This design comes from an exercise in tuning for small area, a short achievable clock period and few clock cycles per item on the open sky130 flow, not from production work.
The RTL was checked by simulation tests, not by an equivalence proof against the original design.

==> flow/design.v (outline; a module is shown in full before it is edited, if it fits) <==
// module tpaq_squash: 50 lines
// module tpaq_mixer: 174 lines
// module tpaq_add: 27 lines
// module tpaq_bmul: 513 lines
// module tpaq_sum17: 984 lines
// module tpaq_interp: 152 lines
// module tpaq_errmul: 560 lines
module tpaq_mixer (
    input  wire         clk,
    input  wire         rst,
    input  wire         in_valid,
    output wire         in_ready,
    input  wire [1:0]   in_op,
    input  wire         in_y,
    input  wire [1:0]   in_sel,
    input  wire [103:0] in_p,
    input  wire [3:0]   in_widx,
    input  wire [31:0]  in_wdata,
    output reg          out_valid,
    output reg  [11:0]  out_pr,
    output reg  [31:0]  out_data
);
  // ...
==> flow/run.sh <==
#!/bin/bash
# synth_recipe.tcl (not shown) runs the flow's synth.tcl, then flattens the netlist and writes it again
# the make line also repeats each setting of config.mk as NAME=value (left out here)
make -C /OpenROAD-flow-scripts/flow DESIGN_CONFIG=/design/flow/config.mk WORK_HOME=/design/flow/orfs CLKGATE_MAP_FILE= SYNTH_SCRIPT=/design/flow/synth_recipe.tcl finish
==> flow/config.mk <==
export PLATFORM = sky130hd
export DESIGN_NAME = tpaq_mixer
export DESIGN_NICKNAME = tpaq_mixer
export VERILOG_FILES = /design/flow/design.v
export SDC_FILE = /design/flow/constraint.sdc
export NUM_CORES = 4
export LEC_CHECK = 0
export CAP_MARGIN = 40
export CORE_MARGIN = 2
export CORE_UTILIZATION = 50
export SETUP_SLACK_MARGIN = 5
export SLEW_MARGIN = 40
==> flow/constraint.sdc <==
create_clock -name core_clock -period 17.0 [get_ports {clk}]
set_input_delay 3.4000 -clock core_clock [delete_from_list [all_inputs] [get_ports {clk}]]
set_output_delay 3.4000 -clock core_clock [all_outputs]
set_load 0.01 [all_outputs]
==> results.py, run 1 <==
metrics = {
    "hold_path": {
        "hold_depth": 2,
    },
    "cells_and_area": {
        "clk_share_pct": 3.07,
        "multi_input_area_sq_um": 105000,
        "drive_above_1_share_pct": 9.06,
        "nets": 18200,
        "num-multi-input-gates": 11000,
        "seq_share_pct": 24.1,
        "inv_count": 2328,
        "fin_util_pct": 54.7,
    },
    "floorplan": {
        "initial_core_util_pct": 50.3,
        "boundaryPins": 194,
    },
    "setup_path": {
        "path_max_fanout": 37,
        "required_ns": 17.66,
        "ff2ff_path_depth": 35,
        "cp_slowest_cell": "a211oi_1",
        "cpPeakStageDelay_ns": 0.68,
        "critical_path_class": "reg2reg",
        "critPathLaunchType": "register",
        "worstSetupEndpoint": "g_rec[0].w[2][31]",
    },
    "placed_design": {
        "port_buffers": 193,
        "place_area_sq_um": 165000,
        "hpwl_um": 502000,
    },
    "cts": {
        "cts_root_buffer": "clkbuf_16",
        "ctsHoldBuffers": 0,
        "cts_sinks": 1410,
        "cts_made_buffers": 165,
        "cts_setup_buffers": 5,
    },
    "global_routing": {
        "grt_pass1_vias": 119000,
        "grt.total_usage_pct": 40.1,
        "grt_overflow": 0,
    },
    "synth": {
        "synth-main-ff-cell": "edfxtp_1",
        "synth-simple-area-share_pct": 7.31,
        "ys.warnings.count": 12,
        "synth_top_family_by_area": "adder cells",
    },
    "drt": {
        "drtIter0Drc": 19000,
        "wl_per_cell_um": 32.6,
        "drt-met1-wl_um": 250000,
        "firstDrtPassIters": 7,
    },
    "run_status": {
        "status": "complete, no violations",
    },
    "timing": {
        "worst_slack_ns": 5.30,
        "final_max_slew_viol_count": 0,
    },
}
Testbench counts, summed over its fixed seeds: cycles 48,008, items 16,000.
==> module tpaq_squash, before the edit <==
module tpaq_squash (
    input  wire signed [14:0] d,
    output reg         [11:0] base,
    output reg         [8:0]  dl
);
    wire [4:0] i = d[11:7] ^ 5'b10000;    
    always @(*) begin
        case (i)
            5'd0:  begin base = 12'd1;    dl = 9'd1;   end
            5'd1:  begin base = 12'd2;    dl = 9'd1;   end
            5'd2:  begin base = 12'd3;    dl = 9'd3;   end
            5'd3:  begin base = 12'd6;    dl = 9'd4;   end
            5'd4:  begin base = 12'd10;   dl = 9'd6;   end
            5'd5:  begin base = 12'd16;   dl = 9'd11;  end
            5'd6:  begin base = 12'd27;   dl = 9'd18;  end
            5'd7:  begin base = 12'd45;   dl = 9'd28;  end
            5'd8:  begin base = 12'd73;   dl = 9'd47;  end
            5'd9:  begin base = 12'd120;  dl = 9'd74;  end
            5'd10: begin base = 12'd194;  dl = 9'd116; end
            5'd11: begin base = 12'd310;  dl = 9'd178; end
            5'd12: begin base = 12'd488;  dl = 9'd259; end
            5'd13: begin base = 12'd747;  dl = 9'd354; end
            5'd14: begin base = 12'd1101; dl = 9'd445; end
            5'd15: begin base = 12'd1546; dl = 9'd501; end
            5'd16: begin base = 12'd2047; dl = 9'd502; end
            5'd17: begin base = 12'd2549; dl = 9'd445; end
            5'd18: begin base = 12'd2994; dl = 9'd354; end
            5'd19: begin base = 12'd3348; dl = 9'd259; end
            5'd20: begin base = 12'd3607; dl = 9'd178; end
            5'd21: begin base = 12'd3785; dl = 9'd116; end
            5'd22: begin base = 12'd3901; dl = 9'd74;  end
            5'd23: begin base = 12'd3975; dl = 9'd49;  end
            5'd24: begin base = 12'd4024; dl = 9'd26;  end
            5'd25: begin base = 12'd4050; dl = 9'd18;  end
            5'd26: begin base = 12'd4068; dl = 9'd11;  end
            5'd27: begin base = 12'd4079; dl = 9'd6;   end
            5'd28: begin base = 12'd4085; dl = 9'd4;   end
            5'd29: begin base = 12'd4089; dl = 9'd3;   end
            5'd30: begin base = 12'd4092; dl = 9'd1;   end
            default: begin base = 12'd4093; dl = 9'd1; end
        endcase
        if (d > 15'sd2047) begin
            base = 12'd4095;
            dl   = 9'd0;
        end else if (d < -15'sd2047) begin
            base = 12'd0;
            dl   = 9'd0;
        end
    end
endmodule
==> module tpaq_mixer, before the edit <==
module tpaq_mixer (
    input  wire         clk,
    input  wire         rst,
    input  wire         in_valid,
    output wire         in_ready,
    input  wire [1:0]   in_op,
    input  wire         in_y,
    input  wire [1:0]   in_sel,
    input  wire [103:0] in_p,
    input  wire [3:0]   in_widx,
    input  wire [31:0]  in_wdata,
    output reg          out_valid,
    output reg  [11:0]  out_pr,
    output reg  [31:0]  out_data
);
    localparam OP_BIT = 2'd0, OP_WRITE = 2'd1, OP_READ = 2'd2, OP_INIT = 2'd3;
    localparam [31:0] W_INIT   = 32'd2048;
    localparam [12:0] LR_BEGIN = 13'd7680;
    localparam [12:0] LR_END   = 13'd1792;
    reg st_idle, st_a, st_b, st_c, st_x;
    reg  [1:0]  cur;                      
    reg  [1:0]  rs;                       
    reg [103:0] pc;                       
    reg  [11:0] prc;                      
    reg  [14:0] d_r;                      
    reg  [19:0] err_r;                    
    reg         errnz_r;                  
    assign in_ready = st_b | st_x;
    wire offer  = (st_idle | st_a) & in_valid;
    wire do_wr  = st_x & in_valid & (in_op == OP_WRITE);
    wire do_ini = rst | (st_x & in_valid & (in_op == OP_INIT));
    wire [255:0] rec_w    [0:3];
    wire [31:0]  rec_skew [0:3];
    wire [12:0]  rec_lr   [0:3];
    wire [255:0] rd_wv   = rec_w[rs];
    wire [31:0]  rd_skew = rec_skew[rs];
    wire [12:0]  rd_lr   = rec_lr[rs];
    wire [11:0] sq_base;
    wire [8:0]  sq_dl;
    tpaq_squash u_squash (.d(d_r), .base(sq_base), .dl(sq_dl));
    wire [11:0] base = st_a ? sq_base : prc;
    wire [8:0]  dl   = st_a ? sq_dl : 9'd0;
    wire [15:0] ip_s, ip_c, ip;
    tpaq_interp u_interp (.dl(dl), .w(d_r[6:0]), .s(ip_s), .c(ip_c));
    tpaq_add #(16) u_ipadd (.a(ip_s), .b(ip_c), .ci(1'b0), .s(ip));
    wire [8:0]  q      = ip[15:7];
    wire [11:0] sq_out = base + {3'd0, q};
    wire [26:0] ep_s, ep_c, errp;
    tpaq_errmul u_errmul (.lr(rd_lr), .y(in_y), .base(base), .q(q), .s(ep_s), .c(ep_c));
    tpaq_add #(27) u_epadd (.a(ep_s), .b(ep_c), .ci(1'b0), .s(errp));
    wire [31:0] mul_s [0:7];
    wire [31:0] mul_c [0:7];
    wire [31:0] w_new [0:7];
    genvar k;
    generate
        for (k = 0; k < 8; k = k + 1) begin : g_mul
            wire [31:0] wk = rd_wv[32*k +: 32];
            wire [31:0] a  = st_c ? wk : {{12{err_r[19]}}, err_r};
            tpaq_bmul u_mul (.a(a), .b(pc[13*k +: 13]), .s(mul_s[k]), .c(mul_c[k]));
            wire [31:0] prod;
            tpaq_add #(32) u_padd (.a(mul_s[k]), .b(mul_c[k]), .ci(1'b0), .s(prod));
            tpaq_add #(32) u_wadd (.a(wk), .b({{15{prod[31]}}, prod[31:15]}), .ci(1'b0), .s(w_new[k]));
        end
    endgenerate
    wire [31:0] skew_new = rd_skew + {{12{err_r[19]}}, err_r};
    wire [12:0] lr_new   = (errnz_r && rd_lr > LR_END) ? rd_lr - 13'd1 : rd_lr;
    wire [31:0] sum_s, sum_c;
    tpaq_sum17 u_sum (
        .x0(mul_s[0]), .x1(mul_c[0]), .x2(mul_s[1]), .x3(mul_c[1]),
        .x4(mul_s[2]), .x5(mul_c[2]), .x6(mul_s[3]), .x7(mul_c[3]),
        .x8(mul_s[4]), .x9(mul_c[4]), .x10(mul_s[5]), .x11(mul_c[5]),
        .x12(mul_s[6]), .x13(mul_c[6]), .x14(mul_s[7]), .x15(mul_c[7]),
        .x16(rd_skew), .s(sum_s), .c(sum_c));
    wire [31:0] sum;
    tpaq_add #(32) u_sadd (.a(sum_s), .b(sum_c), .ci(1'b0), .s(sum));
    reg [31:0] bus_w [0:7];
    reg [31:0] bus_skew;
    reg [12:0] bus_lr;
    integer j;
    always @(*) begin
        for (j = 0; j < 8; j = j + 1)
            bus_w[j] = do_ini ? W_INIT : (st_x ? in_wdata : w_new[j]);
        bus_skew = do_ini ? 32'd0 : (st_x ? in_wdata : skew_new);
        bus_lr   = do_ini ? LR_BEGIN : lr_new;
    end
    genvar r;
    generate
        for (r = 0; r < 4; r = r + 1) begin : g_rec
            reg [31:0] w [0:7];
            reg [31:0] skew;
            reg [12:0] lr;
            wire tr_r = st_b & (cur == r);
            wire wr_r = do_wr & (rs == r);
            for (k = 0; k < 8; k = k + 1) begin : g_word
                always @(posedge clk) begin
                    if (do_ini || tr_r || (wr_r && in_widx == k))
                        w[k] <= bus_w[k];
                end
                assign rec_w[r][32*k +: 32] = w[k];
            end
            always @(posedge clk) begin
                if (do_ini || tr_r || (wr_r && in_widx == 4'd8))
                    skew <= bus_skew;
                if (do_ini || tr_r)
                    lr <= bus_lr;
            end
            assign rec_skew[r] = skew;
            assign rec_lr[r]   = lr;
        end
    endgenerate
    reg [31:0] rd_word;
    always @(*) begin
        if (in_widx[3] == 1'b0)
            rd_word = rd_wv[in_widx[2:0]*32 +: 32];
        else if (in_widx == 4'd8)
            rd_word = rd_skew;
        else if (in_widx == 4'd9)
            rd_word = {19'd0, rd_lr};
        else
            rd_word = 32'd0;
    end
    always @(posedge clk) begin
        if (st_a)
            out_pr <= sq_out;
        if (st_x && in_op == OP_READ)
            out_data <= rd_word;
        if (offer && in_op == OP_BIT) begin
            err_r   <= errp[26:7];
            errnz_r <= in_y | (sq_out != 12'd0);
        end
        if (st_c)
            d_r <= sum[31:17];
    end
    always @(posedge clk) begin
        if (rst) begin
            st_idle   <= 1'b1;
            st_a      <= 1'b0;
            st_b      <= 1'b0;
            st_c      <= 1'b0;
            st_x      <= 1'b0;
            out_valid <= 1'b0;
            cur       <= 2'd0;
            rs        <= 2'd0;
            pc        <= 104'd0;
            prc       <= 12'd2048;
        end else begin
            out_valid <= st_a | (st_x & in_valid);
            if (st_a)
                prc <= sq_out;
            st_a <= st_c;
            st_c <= st_b & in_valid;
            st_b <= offer & (in_op == OP_BIT);
            st_x <= offer & (in_op != OP_BIT);
            st_idle <= ((st_idle | st_a) & ~in_valid) | st_x | (st_b & ~in_valid);
            if (offer && in_op != OP_BIT)
                rs <= in_sel;
            if (st_b) begin
                cur <= in_sel;
                rs  <= in_sel;
                pc  <= in_p;
            end
            if (st_x) begin
                if (in_valid && in_op == OP_INIT) begin
                    cur <= 2'd0;
                    rs  <= 2'd0;
                    pc  <= 104'd0;
                    prc <= 12'd2048;
                end else begin
                    rs  <= cur;
                end
            end
        end
    end
endmodule
==> module tpaq_add, before the edit <==
module tpaq_add #(parameter W = 32) (
    input  wire [W-1:0] a,
    input  wire [W-1:0] b,
    input  wire         ci,
    output wire [W-1:0] s
);
    localparam L = (W > 32) ? 6 : (W > 16) ? 5 : (W > 8) ? 4 : (W > 4) ? 3 : 2;
    wire [(L+1)*W-1:0] g, p;
    wire [W-1:0] p0 = a ^ b;
    assign g[W-1:0] = (a & b) | {{(W-1){1'b0}}, p0[0] & ci};
    assign p[W-1:0] = p0;
    genvar l, i;
    generate
        for (l = 0; l < L; l = l + 1) begin : g_lvl
            for (i = 0; i < W; i = i + 1) begin : g_bit
                if (i >= (1 << l)) begin : g_op
                    assign g[(l+1)*W+i] = g[l*W+i] | (p[l*W+i] & g[l*W+i-(1<<l)]);
                    assign p[(l+1)*W+i] = p[l*W+i] & p[l*W+i-(1<<l)];
                end else begin : g_pass
                    assign g[(l+1)*W+i] = g[l*W+i];
                    assign p[(l+1)*W+i] = p[l*W+i];
                end
            end
        end
    endgenerate
    assign s = p0 ^ {g[L*W +: W-1], ci};
endmodule
==> run 2, diff against run 1 <==
--- a/flow/design.v
+++ b/flow/design.v
@@ -1,52 +1,55 @@
 module tpaq_squash (
     input  wire signed [14:0] d,
-    output reg         [11:0] base,
-    output reg         [8:0]  dl
+    input  wire               sq,
+    input  wire        [11:0] prc,
+    output wire        [11:0] base,
+    output wire        [8:0]  dl
 );
-    wire [4:0] i = d[11:7] ^ 5'b10000;    
+    reg [11:0] tb;
+    reg [8:0]  td;
     always @(*) begin
-        case (i)
-            5'd0:  begin base = 12'd1;    dl = 9'd1;   end
-            5'd1:  begin base = 12'd2;    dl = 9'd1;   end
-            5'd2:  begin base = 12'd3;    dl = 9'd3;   end
-            5'd3:  begin base = 12'd6;    dl = 9'd4;   end
-            5'd4:  begin base = 12'd10;   dl = 9'd6;   end
-            5'd5:  begin base = 12'd16;   dl = 9'd11;  end
-            5'd6:  begin base = 12'd27;   dl = 9'd18;  end
-            5'd7:  begin base = 12'd45;   dl = 9'd28;  end
-            5'd8:  begin base = 12'd73;   dl = 9'd47;  end
-            5'd9:  begin base = 12'd120;  dl = 9'd74;  end
-            5'd10: begin base = 12'd194;  dl = 9'd116; end
-            5'd11: begin base = 12'd310;  dl = 9'd178; end
-            5'd12: begin base = 12'd488;  dl = 9'd259; end
-            5'd13: begin base = 12'd747;  dl = 9'd354; end
-            5'd14: begin base = 12'd1101; dl = 9'd445; end
-            5'd15: begin base = 12'd1546; dl = 9'd501; end
-            5'd16: begin base = 12'd2047; dl = 9'd502; end
-            5'd17: begin base = 12'd2549; dl = 9'd445; end
-            5'd18: begin base = 12'd2994; dl = 9'd354; end
-            5'd19: begin base = 12'd3348; dl = 9'd259; end
-            5'd20: begin base = 12'd3607; dl = 9'd178; end
-            5'd21: begin base = 12'd3785; dl = 9'd116; end
-            5'd22: begin base = 12'd3901; dl = 9'd74;  end
-            5'd23: begin base = 12'd3975; dl = 9'd49;  end
-            5'd24: begin base = 12'd4024; dl = 9'd26;  end
-            5'd25: begin base = 12'd4050; dl = 9'd18;  end
-            5'd26: begin base = 12'd4068; dl = 9'd11;  end
-            5'd27: begin base = 12'd4079; dl = 9'd6;   end
-            5'd28: begin base = 12'd4085; dl = 9'd4;   end
-            5'd29: begin base = 12'd4089; dl = 9'd3;   end
-            5'd30: begin base = 12'd4092; dl = 9'd1;   end
-            default: begin base = 12'd4093; dl = 9'd1; end
+        case (d[11:7])
+            5'd0: begin tb = 12'd2047; td = 9'd502; end   
+            5'd1: begin tb = 12'd2549; td = 9'd445; end   
+            5'd2: begin tb = 12'd2994; td = 9'd354; end   
+            5'd3: begin tb = 12'd3348; td = 9'd259; end   
+            5'd4: begin tb = 12'd3607; td = 9'd178; end   
+            5'd5: begin tb = 12'd3785; td = 9'd116; end   
+            5'd6: begin tb = 12'd3901; td = 9'd74; end   
+            5'd7: begin tb = 12'd3975; td = 9'd49; end   
+            5'd8: begin tb = 12'd4024; td = 9'd26; end   
+            5'd9: begin tb = 12'd4050; td = 9'd18; end   
+            5'd10: begin tb = 12'd4068; td = 9'd11; end   
+            5'd11: begin tb = 12'd4079; td = 9'd6; end   
+            5'd12: begin tb = 12'd4085; td = 9'd4; end   
+            5'd13: begin tb = 12'd4089; td = 9'd3; end   
+            5'd14: begin tb = 12'd4092; td = 9'd1; end   
+            5'd15: begin tb = 12'd4093; td = 9'd1; end   
+            5'd16: begin tb = 12'd1; td = 9'd1; end   
+            5'd17: begin tb = 12'd2; td = 9'd1; end   
+            5'd18: begin tb = 12'd3; td = 9'd3; end   
+            5'd19: begin tb = 12'd6; td = 9'd4; end   
+            5'd20: begin tb = 12'd10; td = 9'd6; end   
+            5'd21: begin tb = 12'd16; td = 9'd11; end   
+            5'd22: begin tb = 12'd27; td = 9'd18; end   
+            5'd23: begin tb = 12'd45; td = 9'd28; end   
+            5'd24: begin tb = 12'd73; td = 9'd47; end   
+            5'd25: begin tb = 12'd120; td = 9'd74; end   
+            5'd26: begin tb = 12'd194; td = 9'd116; end   
+            5'd27: begin tb = 12'd310; td = 9'd178; end   
+            5'd28: begin tb = 12'd488; td = 9'd259; end   
+            5'd29: begin tb = 12'd747; td = 9'd354; end   
+            5'd30: begin tb = 12'd1101; td = 9'd445; end   
+            5'd31: begin tb = 12'd1546; td = 9'd501; end   
+            default: begin tb = 12'd0; td = 9'd0; end
         endcase
-        if (d > 15'sd2047) begin
-            base = 12'd4095;
-            dl   = 9'd0;
-        end else if (d < -15'sd2047) begin
-            base = 12'd0;
-            dl   = 9'd0;
-        end
     end
+    wire hi  = ~d[14] & (d[13] | d[12] | d[11]);                    
+    wire lo  = d[14] & (~(d[13] & d[12] & d[11]) | ~(|d[10:0]));    
+    wire ovr = ~sq | hi | lo;
+    wire [11:0] ovv = ~sq ? prc : (hi ? 12'd4095 : 12'd0);
+    assign base = ovr ? ovv : tb;
+    assign dl   = ovr ? 9'd0 : td;
 endmodule
 module tpaq_mixer (
     input  wire         clk,
@@ -85,11 +88,9 @@
     wire [255:0] rd_wv   = rec_w[rs];
     wire [31:0]  rd_skew = rec_skew[rs];
     wire [12:0]  rd_lr   = rec_lr[rs];
-    wire [11:0] sq_base;
-    wire [8:0]  sq_dl;
-    tpaq_squash u_squash (.d(d_r), .base(sq_base), .dl(sq_dl));
-    wire [11:0] base = st_a ? sq_base : prc;
-    wire [8:0]  dl   = st_a ? sq_dl : 9'd0;
+    wire [11:0] base;
+    wire [8:0]  dl;
+    tpaq_squash u_squash (.d(d_r), .sq(st_a), .prc(prc), .base(base), .dl(dl));
     wire [15:0] ip_s, ip_c, ip;
     tpaq_interp u_interp (.dl(dl), .w(d_r[6:0]), .s(ip_s), .c(ip_c));
     tpaq_add #(16) u_ipadd (.a(ip_s), .b(ip_c), .ci(1'b0), .s(ip));
@@ -108,8 +109,8 @@
             wire [31:0] a  = st_c ? wk : {{12{err_r[19]}}, err_r};
             tpaq_bmul u_mul (.a(a), .b(pc[13*k +: 13]), .s(mul_s[k]), .c(mul_c[k]));
             wire [31:0] prod;
-            tpaq_add #(32) u_padd (.a(mul_s[k]), .b(mul_c[k]), .ci(1'b0), .s(prod));
-            tpaq_add #(32) u_wadd (.a(wk), .b({{15{prod[31]}}, prod[31:15]}), .ci(1'b0), .s(w_new[k]));
+            tpaq_add #(32, 1) u_padd (.a(mul_s[k]), .b(mul_c[k]), .ci(1'b0), .s(prod));
+            tpaq_add #(32, 1) u_wadd (.a(wk), .b({{15{prod[31]}}, prod[31:15]}), .ci(1'b0), .s(w_new[k]));
         end
     endgenerate
     wire [31:0] skew_new = rd_skew + {{12{err_r[19]}}, err_r};
@@ -222,32 +223,38 @@
         end
     end
 endmodule
-module tpaq_add #(parameter W = 32) (
+module tpaq_add #(parameter W = 32, parameter SK = 0) (
     input  wire [W-1:0] a,
     input  wire [W-1:0] b,
     input  wire         ci,
     output wire [W-1:0] s
 );
     localparam L = (W > 32) ? 6 : (W > 16) ? 5 : (W > 8) ? 4 : (W > 4) ? 3 : 2;
-    wire [(L+1)*W-1:0] g, p;
     wire [W-1:0] p0 = a ^ b;
-    assign g[W-1:0] = (a & b) | {{(W-1){1'b0}}, p0[0] & ci};
-    assign p[W-1:0] = p0;
+    wire [W-1:0] g0 = (a & b) | {{(W-1){1'b0}}, p0[0] & ci};
     genvar l, i;
     generate
-        for (l = 0; l < L; l = l + 1) begin : g_lvl
-            for (i = 0; i < W; i = i + 1) begin : g_bit
-                if (i >= (1 << l)) begin : g_op
-                    assign g[(l+1)*W+i] = g[l*W+i] | (p[l*W+i] & g[l*W+i-(1<<l)]);
-                    assign p[(l+1)*W+i] = p[l*W+i] & p[l*W+i-(1<<l)];
-                end else begin : g_pass
-                    assign g[(l+1)*W+i] = g[l*W+i];
-                    assign p[(l+1)*W+i] = p[l*W+i];
+        for (l = 0; l <= L; l = l + 1) begin : lv
+            wire [W-1:0] g, p;
+            if (l == 0) begin : g_in
+                assign g = g0;
+                assign p = p0;
+            end else begin : g_op
+                for (i = 0; i < W; i = i + 1) begin : b
+                    localparam integer D = 1 << (l - 1);
+                    localparam integer J = SK ? (((i >> (l - 1)) << (l - 1)) - 1) : (i - D);
+                    if (SK ? ((i >> (l - 1)) & 1) : (i >= D)) begin : op
+                        assign g[i] = lv[l-1].g[i] | (lv[l-1].p[i] & lv[l-1].g[J]);
+                        assign p[i] = lv[l-1].p[i] & lv[l-1].p[J];
+                    end else begin : pass
+                        assign g[i] = lv[l-1].g[i];
+                        assign p[i] = lv[l-1].p[i];
+                    end
                 end
             end
         end
     endgenerate
-    assign s = p0 ^ {g[L*W +: W-1], ci};
+    assign s = p0 ^ {lv[L].g[W-2:0], ci};
 endmodule
 module tpaq_bmul (
     input  wire [31:0] a,
==> flow/flow/run.sh (new file) <==
#!/bin/bash
set -o pipefail
bash standard.sh finish SETUP_SLACK_MARGIN=8 MATCH_CELL_FOOTPRINT=0 > flow_make.log 2>&1
==> flow/standard.sh (new file) <==
#!/bin/bash
# synth_recipe.tcl (not shown) runs the flow's synth.tcl, then flattens the netlist and writes it again
# the make line also repeats each setting of config.mk as NAME=value (left out here)
make -C /OpenROAD-flow-scripts/flow DESIGN_CONFIG=/design/flow/config.mk WORK_HOME=/design/flow/orfs CLKGATE_MAP_FILE= SYNTH_SCRIPT=/design/flow/synth_recipe.tcl "${@:-finish}"
--- a/flow/config.mk
+++ b/flow/config.mk
@@ -10,3 +10,5 @@
 export CORE_UTILIZATION = 50
 export SETUP_SLACK_MARGIN = 5
 export SLEW_MARGIN = 40
+export SYNTH_HIERARCHICAL = 1
+export TNS_END_PERCENT = 30
removed: flow/run.sh
==> run 2 against run 1 <==
Effect of this change:
- critical endpoint is now err_r[16]
- still clean
- via count increased by 0.15%
- routed wire length is 5.3% higher
- setup slack improved by 1.9 ns
==> results.py, run 2 <==
metrics = {
    "timing": {
        "post-route-period-util_pct": 57.5,
        "grt_setup_unrepaired": "true",
        "fin_skew_ns": 0.0837,
        "worst_slew_pin_slew_ns": 1.16,
        "slew_headroom_pct": 22.7,
        "clock.fmax_mhz": 102,
        "setup_viol": 0,
        "fin_setup_tns_ns": 0,
        "hold_violations": 0,
        "final_max_slew_viol_count": 0,
        "period_minus_slack_ns": 9.77,
    },
    "cts": {
        "cts_tree": "done",
        "cts_root_buffer": "clkbuf_16",
        "path_clk_slew_ns": 0.07,
        "htreeDepth": 4,
        "clockBufferDepth": 4,
        "clock_latency_ns": 0.92,
        "cts_sinks": 1410,
        "cts_made_buffers": 165,
    },
    "setup_path": {
        "path_max_fanout": 7,
        "crit_path_end_kind": "register",
        "cpMostUsedCell": "fa_2",
        "cp.depth": 35,
        "r2r_end": "err_r[16]",
        "ff2ff_path_depth": 35,
        "cp_slowest_cell": "fa_2",
        "reg2reg_slack_ns": 7.23,
        "cp.arrival_ns": 10.34,
        "required_ns": 17.58,
        "reg2reg_from": "d_r[12]",
        "cpPeakStageDelay_ns": 0.58,
        "critPathTopFamily": "adder cells",
        "cp-startpoint": "d_r[12]",
        "critPathLaunchType": "register",
        "worstSetupEndpoint": "err_r[16]",
        "critPathBufInv": 5,
        "critical_path_class": "reg2reg",
    },
    "synth": {
        "ys.warnings.count": 18,
        "synth.avg_cell_area_sq_um": 10.3,
        "syn_inst": 15900,
        "netlist_area_sq_um": 163000,
    },
    "floorplan": {
        "die_area_sq_um": 331000,
        "die_w_um": 576,
        "boundaryPins": 194,
        "die_h_um": 576,
        "initial_core_util_pct": 50.3,
        "fp-row-count": 209,
        "core_area_sq_um": 325000,
    },
    "cells_and_area": {
        "nets": 18200,
        "instances_no_fill": 20000,
        "largest_reg_flops": 1024,
        "final_common_cell": "inv_1",
        "reg_top3": "g_rec.w x1024, g_rec.skew x128, pc x104",
        "drive_above_1_share_pct": 20.8,
        "top_register": "g_rec.w",
        "syn_to_final_growth_pct": 13.0,
        "final_cell_mix": "inv_1 (1,861), fa_1 (1,349), edfxtp_1 (1,284)",
    },
    "drt": {
        "viasPerCell": 6.37,
        "routed_wl_um": 682000,
        "final_antenna_net_count": 0,
        "firstDrtPassIters": 17,
        "wl_per_cell_um": 34.0,
        "drtIter0Drc": 19000,
        "via_count": 128000,
        "drcViolationCount": 0,
    },
    "placed_design": {
        "hpwl_um": 502000,
        "gp_congestion": 1.07,
        "place_inst": 19100,
        "port_buffers": 193,
    },
    "global_routing": {
        "grt_pass1_wl_um": 941000,
        "grt_max_degree": 179,
        "grt.total_usage_pct": 40.2,
        "grt_overflow": 0,
        "antenna_found_initial": 51,
        "grt_pass1_vias": 121000,
    },
    "flow_run": {
        "drv_cap": 0,
    },
    "run_status": {
        "status": "complete, no violations",
    },
    "hold_path": {
        "hold_class": "reg2reg",
    },
}
## run 2: per-stage QoR
stage | util [%] | hold slack [ns] | area [sq um] | setup WS, ns
detailed placement | 51.1 | 0.482 | 166000 | 5.70
global placement | 50.9 | 0.475 | 165000 | 5.68
floorplan | - | 0.453 | 165000 | 7.85
finish | 56.8 | 0.493 | 185000 | 7.23
CTS | 54.7 | 0.497 | 178000 | 7.26
global route | 56.8 | 0.526 | 185000 | 7.00
## run 2: timing repair
item | in CTS | in global routing
setup buffers | 293 | 313
endpoints found under the setup margin | 943 | 734
gates resized for setup | 848 | 808
hold buffers | 0 | 0
gates cloned | 26 | 11
pin swaps | 202 | 338
hold endpoints to repair | 0 | 0
## run 2: area by class of cell
| cell class | instances | area, sq um |
|---|---|---|
| Fill cell | 28000 | 140000 |
| Multi-Input combinational cell | 10900 | 114000 |
| Sequential cell | 1410 | 41100 |
| Timing Repair Buffer | 1152 | 11300 |
| Inverter | 1969 | 7420 |
| Tap cell | 4325 | 5410 |
| Clock buffer | 197 | 4390 |
| Clock inverter | 98 | 1050 |
| Antenna cell | 26 | 65.1 |
## run 2: how the worst min path moves through the flow
stage	startpoint	endpoint	slack, ns	depth (start not counted)
3_5_place_dp	prc[8]	prc[8]	0.48	2
2_1_floorplan	prc[8]	prc[8]	0.45	2
6_report	prc[8]	prc[8]	0.49	2
5_1_grt	prc[2]	prc[2]	0.53	2
4_1_cts	prc[8]	prc[8]	0.50	2
3_3_place_gp	prc[8]	prc[8]	0.47	2
## run 2: routing by layer
metal / track usage [%] / share of wire (%) / routed length [um]
met4: 29.8 / 9.3 / 63500
met1: 52.5 / 36 / 248000
met5: 0 / 0.033 / 223
met2: 55.2 / 40 / 274000
met3: 13.5 / 14 / 96600
## run 2: worst min-delay path: cells and delay by family, from the launching register on
kind             cells  cell delay [ns]
AND/OR/NAND/NOR      1             0.07
AO/OA/AOI/OAI        1             0.06
flip-flops           1             0.32
Testbench counts of run 2, summed over its fixed seeds: cycles 48,008, items 16,000.
==> run 3, diff against run 2 <==
--- a/flow/design.v
+++ b/flow/design.v
@@ -171,16 +171,11 @@
             rd_word = 32'd0;
     end
     always @(posedge clk) begin
-        if (st_a)
-            out_pr <= sq_out;
-        if (st_x && in_op == OP_READ)
-            out_data <= rd_word;
-        if (offer && in_op == OP_BIT) begin
-            err_r   <= errp[26:7];
-            errnz_r <= in_y | (sq_out != 12'd0);
-        end
-        if (st_c)
-            d_r <= sum[31:17];
+        out_pr   <= sq_out;
+        out_data <= rd_word;
+        err_r    <= errp[26:7];
+        errnz_r  <= in_y | (sq_out != 12'd0);
+        d_r      <= sum[31:17];
     end
     always @(posedge clk) begin
         if (rst) begin
==> run 3 against run 2 <==
Effect of this change:
- die area fell by 0.94%
- hold slack got worse by 0.0019 ns
- flip-flop and latch count did not move
- clock-buffer cell count fell by 5
- cell count fell by 1.5%
- critical path type unchanged
==> results.py, run 3 <==
metrics = {
    "run_status": {
        "status": "complete, no violations",
    },
    "hold_path": {
        "holdCritStartpoint": "prc[2]",
        "hold_class": "reg2reg",
    },
    "timing": {
        "fin_skew_ns": 0.0822,
        "hold_violations": 0,
        "setup_viol": 0,
        "final_max_slew_viol_count": 0,
        "clock.fmax_mhz": 103,
        "post-route-period-util_pct": 56.9,
        "period_minus_slack_ns": 9.67,
        "slew_headroom_pct": 28.8,
        "grt_setup_unrepaired": "true",
        "worst_slew_pin_slew_ns": 1.07,
        "fin_setup_tns_ns": 0,
    },
    "cts": {
        "clockBufferDepth": 4,
        "ctsHoldBuffers": 0,
        "cts_tree": "done",
        "cts_root_buffer": "clkbuf_16",
        "clock_latency_ns": 0.97,
        "cts_made_buffers": 162,
        "path_clk_slew_ns": 0.06,
        "htreeDepth": 4,
        "cts_sinks": 1410,
    },
    "synth": {
        "syn_inst": 15900,
        "ys.warnings.count": 18,
        "netlist_area_sq_um": 162000,
        "synth.avg_cell_area_sq_um": 10.2,
    },
    "setup_path": {
        "cp-startpoint": "rs[0]",
        "cpPeakStageDelay_ns": 0.75,
        "cpMostUsedCell": "fa_1",
        "critical_path_class": "reg2reg",
        "reg2reg_from": "rs[0]",
        "path_max_fanout": 20,
        "cp_slowest_cell": "fa_1",
        "cp.arrival_ns": 10.51,
        "crit_path_end_kind": "register",
        "required_ns": 17.84,
        "critPathLaunchType": "register",
    },
    "drt": {
        "drcViolationCount": 0,
        "final_antenna_net_count": 0,
        "firstDrtPassIters": 6,
        "drtIter0Drc": 17500,
        "wl_per_cell_um": 33.4,
        "via_count": 125000,
        "viasPerCell": 6.32,
        "routed_wl_um": 659000,
    },
    "cells_and_area": {
        "drive_above_1_share_pct": 16.7,
        "final_cell_mix": "inv_1 (1,923), fa_1 (1,497), edfxtp_1 (1,204)",
        "largest_reg_flops": 1024,
        "syn_to_final_growth_pct": 10.0,
        "top_register": "g_rec.w",
        "reg_top3": "g_rec.w x1024, g_rec.skew x128, pc x104",
        "instances_no_fill": 19700,
        "final_common_cell": "inv_1",
        "nets": 17900,
    },
    "floorplan": {
        "core_area_sq_um": 322000,
        "boundaryPins": 194,
        "initial_core_util_pct": 50.3,
        "die_area_sq_um": 328000,
        "die_w_um": 573,
        "die_h_um": 573,
        "fp-row-count": 208,
    },
    "placed_design": {
        "gp_congestion": 1.09,
        "place_inst": 19000,
        "hpwl_um": 496000,
        "port_buffers": 193,
    },
    "global_routing": {
        "antenna_found_initial": 41,
        "grt_pass1_wl_um": 914000,
        "grt.total_usage_pct": 39.1,
        "grt_overflow": 0,
        "grt_pass1_vias": 119000,
        "grt_max_degree": 88,
    },
    "flow_run": {
        "drv_cap": 0,
    },
}
## run 3: what timing repair did
action / in CTS / in global routing
setup buffers: 140 / 202
gates cloned: 24 / 10
pin swaps: 62 / 150
setup endpoints to repair: 945 / 749
gates resized for setup: 670 / 488
## run 3: critical path: cells and delay by family (launching register included)
family	cells	cell delay, ns
compound gates	2	0.37
xor+xnor	7	1.61
mux	1	0.61
buf+inv	5	0.72
simple gates	5	1.31
flops	1	0.36
fa+ha+maj	8	4.53
## run 3: path summary, 6_finish.rpt
| check | endpoint | slack, ns | cells after the start |
|---|---|---|---|
| worst min-delay path | prc[2] | 0.49 | 2 |
| worst max register to register | d_r[14] | 7.33 | 28 |
| worst min register to register | prc[2] | 0.49 | 2 |
| worst max-delay path | d_r[14] | 7.33 | 28 |
## run 3: metrics by stage
stage	cell area (sq um)	worst slack (ns)	util, %	hold slack (ns)
6_report	178000	7.33	55.4	0.491
5_1_grt	178000	7.25	55.3	0.518
4_1_cts	174000	7.53	54.0	0.496
3_5_place_dp	164000	6.16	50.9	0.484
3_3_place_gp	163000	6.10	50.8	0.475
2_1_floorplan	163000	7.91	-	0.460
## run 3: final cells by class
type | count | area (sq um)
Fill cell | 28300 | 144000
Multi-Input combinational cell | 10900 | 111000
Sequential cell | 1410 | 40300
Timing Repair Buffer | 872 | 8290
Inverter | 1973 | 7430
Tap cell | 4305 | 5390
Clock buffer | 192 | 4270
Clock inverter | 102 | 1080
Antenna cell | 26 | 65.1
## run 3: routing by layer
layer	global-route usage (%)	share of wire [%]	up-vias
li1	-	-	52000
met4	26.6	8.6	32
met1	51.7	37	62800
met2	52.6	39	8250
met3	14.9	15	1599
met5	0	0.034	-
Testbench counts of run 3, summed over its fixed seeds: cycles 48,008, items 16,000.

[afterwards: timing with drivers on the ports]
Ports are ideal in the flow. The routed layouts listed here were re-timed in OpenROAD. Step 1 sets driving cells, clkbuf_16 on the clock port and buf_2 on the other inputs (assumed; they add their load-dependent delay and slew). Step 2 adds t to the input delays and takes it off the output delays; t is the mean of the earliest and latest rising clock arrival at the registers after step 1. Input paths then give back, and output paths get back, about the clock's delay inside the block. a / b / c = ideal ports / drivers / drivers and shift; a / b = the first two.
run | t, ns | slack for setup (ns) | latest minus earliest clock arrival (ns) | worst register clock-pin slew, ns | worst slew at a driven data input, ns
run 1 | 0.988 | 5.297 / 5.297 / 5.297 | 0.098 / 0.098 | 0.09 / 0.09 | 0.12
run 2 | 0.992 | 7.233 / 7.233 / 7.233 | 0.085 / 0.085 | 0.07 / 0.07 | 0.10
run 3 | 1.020 | 7.329 / 7.329 / 7.329 | 0.083 / 0.082 | 0.08 / 0.08 | 0.10
After both steps every run listed still meets setup and hold.
